What follows belongs to an exercise in optimizing a design on an open flow for small area, a short achievable clock period and few clock cycles; a production flow would make more cautious choices.
In this exercise RTL edits were held to simulation tests only and were not proved equivalent to the original.
Power figures rest on the tool's default switching activity, not on a simulated workload.

## framing_core
module framing_core #(
    parameter CAP = 32
) (
    input  wire        clk,
    input  wire        rst,           
    input  wire        cmd_valid,
    input  wire [15:0] cmd_data,
    output wire        cmd_ready,
    output reg         resp_valid,
    output reg  [9:0]  resp_data,     
    output reg         ev_valid,
    output reg  [2:0]  ev_kind,       
    output reg  [23:0] ev_arg,
    input  wire        wait_done,
    input  wire        rx_valid,
    input  wire [7:0]  rx_data,
    input  wire        rx_last,
    input  wire        rx_empty,
    output wire        rx_ready
);
    localparam [7:0] START = 8'h02;
    localparam [7:0] END_  = 8'h04;
    localparam NB = CAP - 4;           
    localparam [2:0] EV_TXBEGIN = 3'd1, EV_TXWRITE = 3'd2, EV_TXEND = 3'd3,
                     EV_WAIT = 3'd4, EV_POLL = 3'd5;
    localparam O_CRC_RESET = 0,  O_CRC_CALC = 1,   O_CRC_UPDATE = 2, O_CRC_READ = 3,
               O_ENC_RESET = 4,  O_ENC_WRITE = 5,  O_ENC_END = 6,    O_ENC_AVAIL = 7,
               O_ENC_READ = 8,   O_ENC_PKTLEN = 9,
               O_DEC_RESET = 10, O_DEC_WRITE = 11, O_DEC_AVAIL = 12, O_DEC_READ = 13,
               O_DEC_ISOPEN = 14, O_DEC_HASERR = 15, O_DEC_LASTERR = 16, O_DEC_TOTLEN = 17,
               O_REQ_ADDR = 18,  O_REQ_RESPLEN = 19, O_REQ_DLO = 20, O_REQ_DHI = 21,
               O_REQ_ATT = 22,   O_REQ_START = 23, O_REQ_STATUS = 24, O_REQ_AVAIL = 25,
               O_REQ_READ = 26;
    localparam NOP = 27;
    wire [7:0] c_opc = cmd_data[15:8];
    wire       c_z   = (cmd_data[7:0] == 8'h00);
    reg [NOP-1:0] dop;
    always @(*) begin
        dop = {NOP{1'b0}};
        case (c_opc)
        8'h10: dop[O_CRC_RESET]   = c_z;
        8'h11: dop[O_CRC_CALC]    = 1'b1;
        8'h12: dop[O_CRC_UPDATE]  = 1'b1;
        8'h13: dop[O_CRC_READ]    = c_z;
        8'h20: dop[O_ENC_RESET]   = c_z;
        8'h21: dop[O_ENC_WRITE]   = 1'b1;
        8'h22: dop[O_ENC_END]     = c_z;
        8'h23: dop[O_ENC_AVAIL]   = c_z;
        8'h24: dop[O_ENC_READ]    = c_z;
        8'h25: dop[O_ENC_PKTLEN]  = c_z;
        8'h30: dop[O_DEC_RESET]   = c_z;
        8'h31: dop[O_DEC_WRITE]   = 1'b1;
        8'h32: dop[O_DEC_AVAIL]   = c_z;
  ...
For scale: about 3800 cells after synthesis, about 980 flip-flops, roughly 42000 um2 of cells after synthesis.
clock: 8.0 ns
lec_check: 0
abc_area: 1
cap_margin: 20
core_margin: 2
core_utilization: 40
cts_cluster_diameter: 90
cts_cluster_size: 26
slew_margin: 20
standard.sh (not shown) runs the stock make flow with config.mk's settings and CLKGATE_MAP_FILE= SYNTH_SCRIPT=/design/flow/synth_recipe.tcl, a recipe that flattens the netlist after the stock synthesis.
==> flow/flow/run.sh <==
#!/bin/bash
set -euo pipefail
bash standard.sh SETUP_SLACK_MARGIN=5.15 finish > standard.log 2>&1
Testbench counts at the start, summed over its fixed seeds: cycles 21,000.
Next try:
--- a/flow/design.v
+++ b/flow/design.v
@@ -26,35 +26,34 @@
     input  wire       b_big,       
     input  wire       b_small,     
     output wire [7:0] crc_in,      
     input  wire [7:0] crc_nx,      
     output wire       acc,         
     output wire       done_nx,     
     output wire       err_nx,      
     input  wire       rd_next,     
     output reg  [7:0] rd_data,     
     output reg        rd_ok,       
-    output wire [4:0] rem,         
+    output reg  [4:0] rem,         
     output wire       open,
     output reg  [1:0] err,
     output reg  [5:0] total,
     output reg        done_ok
 );
     localparam [7:0] START = 8'h02;
     localparam [7:0] END_  = 8'h04;
     localparam NB = CAP - 4;
     reg [7:0] buf_q [0:NB-1];
     reg       p_idle, p_len, p_body, p_term;
     reg [4:0] left;
     reg [7:0] crc;
     reg [4:0] rp;
-    assign rem = total[4:0] - 5'd3 - rp;
     assign open = p_len | p_body | p_term;
     assign crc_in = p_len ? 8'h00 : crc;
     wire t_short = (total == 6'd2);
     wire t_ok    = b_end && !t_short && (crc == 8'h00);
     assign acc = wr && ((p_idle && b_start) || (p_len && !b_big) || p_body || (p_term && t_ok));
     assign done_nx = done_ok || (wr && p_term && t_ok);
     assign err_nx  = (err != 2'd0) || (wr && p_len && b_big) || (wr && p_term && !t_ok);
     integer k;
     always @(posedge clk) begin
         for (k = 0; k < NB; k = k + 1)
@@ -101,24 +100,26 @@
             if (wr && p_term) begin
                 p_term <= 1'b0;
                 total  <= total + 6'd1;
                 if (!b_end || t_short)
                     err <= 2'd1;
                 else if (crc != 8'h00)
                     err <= 2'd2;
                 else begin
                     done_ok <= 1'b1;
                     rd_ok   <= (total != 6'd3);
+                    rem     <= total[4:0] - 5'd3;
                 end
             end
             if (rd_next) begin
-                rd_ok <= ({1'b0, rp} + 6'd4 != total);
+                rem   <= rem - 5'd1;
+                rd_ok <= (rem != 5'd1);
             end
         end
     end
     always @(posedge clk) begin
         if (wr && p_term) begin
             rd_data <= buf_q[0];
             rp      <= 5'd1;
         end else if (rd_next) begin
             rd_data <= buf_q[rp];
             rp      <= rp + 5'd1;
@@ -391,20 +392,21 @@
             eok        <= 1'b1;
             en         <= 6'd4;
             erdok      <= 1'b0;
             ecrc       <= 8'h00;
             req_addr   <= 8'd0;
             req_resplen <= 8'd0;
             req_delay  <= 16'd0;
             req_maxatt <= 8'd0;
             maxatt_nz  <= 1'b0;
             req_status <= 3'd0;
+            aph        <= 3'd0;
         end else begin
             rdy   <= !(cv_nx && busy_nx);
             cv    <= cv_nx;
             rbusy <= busy_nx;
             case (aph)
             3'd1: begin {acy, wacc[5:0]}   <= {1'b0, wacc[5:0]}   + {1'b0, req_delay[5:0]};  aph <= 3'd2; end
             3'd2: begin {acy, wacc[11:6]}  <= {1'b0, wacc[11:6]}  + {1'b0, req_delay[11:6]} + {6'd0, acy}; aph <= 3'd3; end
             3'd3: begin {acy, wacc[17:12]} <= {1'b0, wacc[17:12]} + {3'b000, req_delay[15:12]} + {6'd0, acy}; aph <= 3'd4; end
             3'd4: begin wacc[23:18] <= wacc[23:18] + {5'd0, acy}; aph <= 3'd0; end
             default: ;
- register-to-register slack barely changes
- fmax decreases by about 1%
- sequential share of layout area increases by 1.1 points
- die area is about the same
- final cell count decreases by 1.6%
- count of clock-buffer cells in the layout decreases by 3
- synthesized cell count decreases by 1.7%
- cell area decreases by 0.82%
- sequential power increases by about 0.9%
- total power increases by about 0.9%
Testbench counts after the change, summed over its fixed seeds: cycles 21,000.

-- re-timing with driven ports --
In the flow no input, the clock included, has a driving cell. The finished layouts below were timed again as built, in two steps. Step 1 assumes that a clkbuf_16 drives the clock port and a buf_2 every other input. Step 2 also shifts input and output timing later by t, the mid clock arrival at the registers, as if the neighbouring blocks saw the same clock. Three values: ideal ports, drivers, drivers and shift; two values: the first two.
run	t, ns	setup WS [ns]	worst hold slack (ns)	worst setup path after step 2	cell pins on the clock port's net
the first run	0.694	5.184 / 5.117 / 4.607	0.459 / 0.459 / 0.459	input to register	1
the second run	0.696	5.155 / 5.084 / 4.616	0.464 / 0.464 / 0.464	input to register	1
After both steps setup and hold are still met in every run listed. The setup slack of the first run, which loses most, moves by -0.067 ns with the drivers and by -0.577 ns with both steps.
